What follows belongs to an exercise in optimizing a design on an open flow for small area, a short achievable clock period and few clock cycles; a production flow would make more cautious choices. Where RTL was checked, it was by simulation tests only, not by an equivalence proof against the original. No activity file was given, so power comes from the tool's default toggle rates.

## v6
==> flow/design.v (excerpt) <==
module sbtp_framer (
    input  wire       clk,
    input  wire       rst,
    input  wire       tx_in_valid,
    output wire       tx_in_ready,
    input  wire [7:0] tx_in_data,
    input  wire       tx_in_last,
    input  wire       tx_in_empty,
    output wire       tx_out_valid,
    input  wire       tx_out_ready,
    input  wire       tx_out_err,
    output wire [7:0] tx_out_data,
    output wire       tx_done,
    output wire [1:0] tx_status,
    input  wire       rx_in_valid,
    output wire       rx_in_ready,
    input  wire [7:0] rx_in_data,
    input  wire       rx_in_err,
    output wire       rx_res_valid,
    output wire [1:0] rx_res_status,
    output wire [7:0] rx_res_len,
    output wire       rx_out_valid,
    input  wire       rx_out_ready,
    output wire [7:0] rx_out_data,
    output wire       rx_out_last
);
Size: ~6,700 cells after synthesis, ~4,600 flip-flops, about 61 I/O pins, about 110,000 sq um of cells after synthesis.
Settings: LEC_CHECK=0, CAP_MARGIN=20, CORE_MARGIN=2, CORE_UTILIZATION=40, CTS_CLUSTER_DIAMETER=80, CTS_CLUSTER_SIZE=30, PLACE_DENSITY=0.6, SETUP_SLACK_MARGIN=5.0, SLEW_MARGIN=20; clock period 8.0 ns.
run.sh (not shown) runs the stock make flow with config.mk's settings and CLKGATE_MAP_FILE= SYNTH_SCRIPT=/design/flow/synth_recipe.tcl, a recipe that flattens the netlist after the stock synthesis.
The following lists how v7 was set up differently from v6:
-- flow/design.v --
<<< v6, line 18
    input  wire       clk,
    input  wire       rst,
    input  wire [7:0] wph,           
    input  wire       in_valid,
    output reg        in_ready,
>>> v7, line 18
    input  wire       clk,
    input  wire       rst,
    input  wire       in_valid,
    output reg        in_ready,
<<< v6, line 69
    end
    localparam PB = 4;               
    reg  [8:0] wr9;                  
    reg  [8:0] rd9;                  
>>> v7, line 68
    end
    localparam PB = 4;               
    reg  [7:0] wph;
    reg  [8:0] wr9;                  
    reg  [8:0] rd9;                  
<<< v6, line 123
    always @(posedge clk) begin
        if (rst) begin
            wr9 <= 9'd0;
            wdist <= 8'd0;
>>> v7, line 123
    always @(posedge clk) begin
        if (rst) begin
            wph <= 8'd0;
            wr9 <= 9'd0;
            wdist <= 8'd0;
<<< v6, line 136
            q_wp <= 0;
        end else begin
            afree <= (arc < 9'd255);
            q_space <= (q_used < (1 << QB) - 1);
>>> v7, line 137
            q_wp <= 0;
        end else begin
            wph <= wph + 8'd1;
            afree <= (arc < 9'd255);
            q_space <= (q_used < (1 << QB) - 1);
<<< v6, line 333
    input  wire       clk,
    input  wire       rst,
    input  wire [7:0] wph,           
    input  wire       in_valid,
    output reg        in_ready,
>>> v7, line 335
    input  wire       clk,
    input  wire       rst,
    input  wire       in_valid,
    output reg        in_ready,
<<< v6, line 387
        end
    end
    reg  [8:0] wr9;
    reg  [8:0] rd9;
>>> v7, line 388
        end
    end
    reg  [7:0] wph;
    reg  [8:0] wr9;
    reg  [8:0] rd9;
<<< v6, line 431
        if (rst) begin
            pst <= R_HUNT;
            wr9 <= 9'd0;
            wdist <= 8'd0;
>>> v7, line 433
        if (rst) begin
            pst <= R_HUNT;
            wph <= 8'd0;
            wr9 <= 9'd0;
            wdist <= 8'd0;
<<< v6, line 449
            q_wp <= 0;
        end else begin
            wr9 <= wr9_next;
            afree <= (arc < 9'd255);
>>> v7, line 452
            q_wp <= 0;
        end else begin
            wph <= wph + 8'd1;
            wr9 <= wr9_next;
            afree <= (arc < 9'd255);
<<< v6, line 592
        if (rst) begin
            out_valid <= 1'b0;
            out_data  <= 8'h00;
            out_last  <= 1'b0;
        end else if (o_free) begin
            out_valid <= u_v && !u_pref;
>>> v7, line 596
        if (rst) begin
            out_valid <= 1'b0;
        end else if (o_free) begin
            out_valid <= u_v && !u_pref;
<<< v6, line 627
    output wire       rx_out_last
);
    reg  [7:0] wph;
    always @(posedge clk) begin
        if (rst) wph <= 8'd0;
        else     wph <= wph + 8'd1;
    end
    sbtp_tx u_tx (
        .clk       (clk),
        .rst       (rst),
        .wph       (wph),
        .in_valid  (tx_in_valid),
        .in_ready  (tx_in_ready),
>>> v7, line 629
    output wire       rx_out_last
);
    sbtp_tx u_tx (
        .clk       (clk),
        .rst       (rst),
        .in_valid  (tx_in_valid),
        .in_ready  (tx_in_ready),
<<< v6, line 651
        .clk        (clk),
        .rst        (rst),
        .wph        (wph),
        .in_valid   (rx_in_valid),
        .in_ready   (rx_in_ready),
>>> v7, line 647
        .clk        (clk),
        .rst        (rst),
        .in_valid   (rx_in_valid),
        .in_ready   (rx_in_ready),
### Flow results
The slowest cell on the critical path comes out or3_1 in one run and edfxtp_1 in the other, namely in v6 and v7 respectively. On power dissipated by switching net loads, v7 and v6 are neck and neck. Going from v6 to v7, final design area excluding fillers has remained practically unchanged; data arrival time of the critical path has decreased; detailed-route wire length has decreased; non-clock inverter total of the final layout has increased.
Testbench counts of v7, summed over its fixed seeds: cycles 17,428.
No functional check of the RTL was part of v6.

[re-timing with driven ports]
How much do the figures lean on ideal ports? The routed layouts below were timed once more, with nothing changed but the port constraints. Step 1: set_driving_cell puts a clkbuf_16 on clk and a buf_2 on each other input, an assumption about the parent block. Step 2, shift: input delay + t, output delay - t, t = (earliest + latest rising clock arrival at the registers) / 2. This alone moves slack from input paths to output paths. Slacks: no drivers / after step 1 / after step 2; pairs: no drivers / after step 1.
| run | shift t [ns] | slack for setup (ns) | hold WS [ns] | slew at the worst register clock pin (ns) |
|---|---|---|---|---|
| v6 | 0.937 | 4.915 / 4.912 / 4.028 | 0.269 / 0.269 / 0.269 | 0.12 / 0.12 |
| v7 | 0.925 | 4.992 / 4.904 / 4.202 | 0.275 / 0.275 / 0.275 | 0.11 / 0.11 |
After both steps every run listed still meets setup and hold. For v6, which loses most, drivers alone change the setup slack by -0.003 ns; drivers and shift together by -0.887 ns.
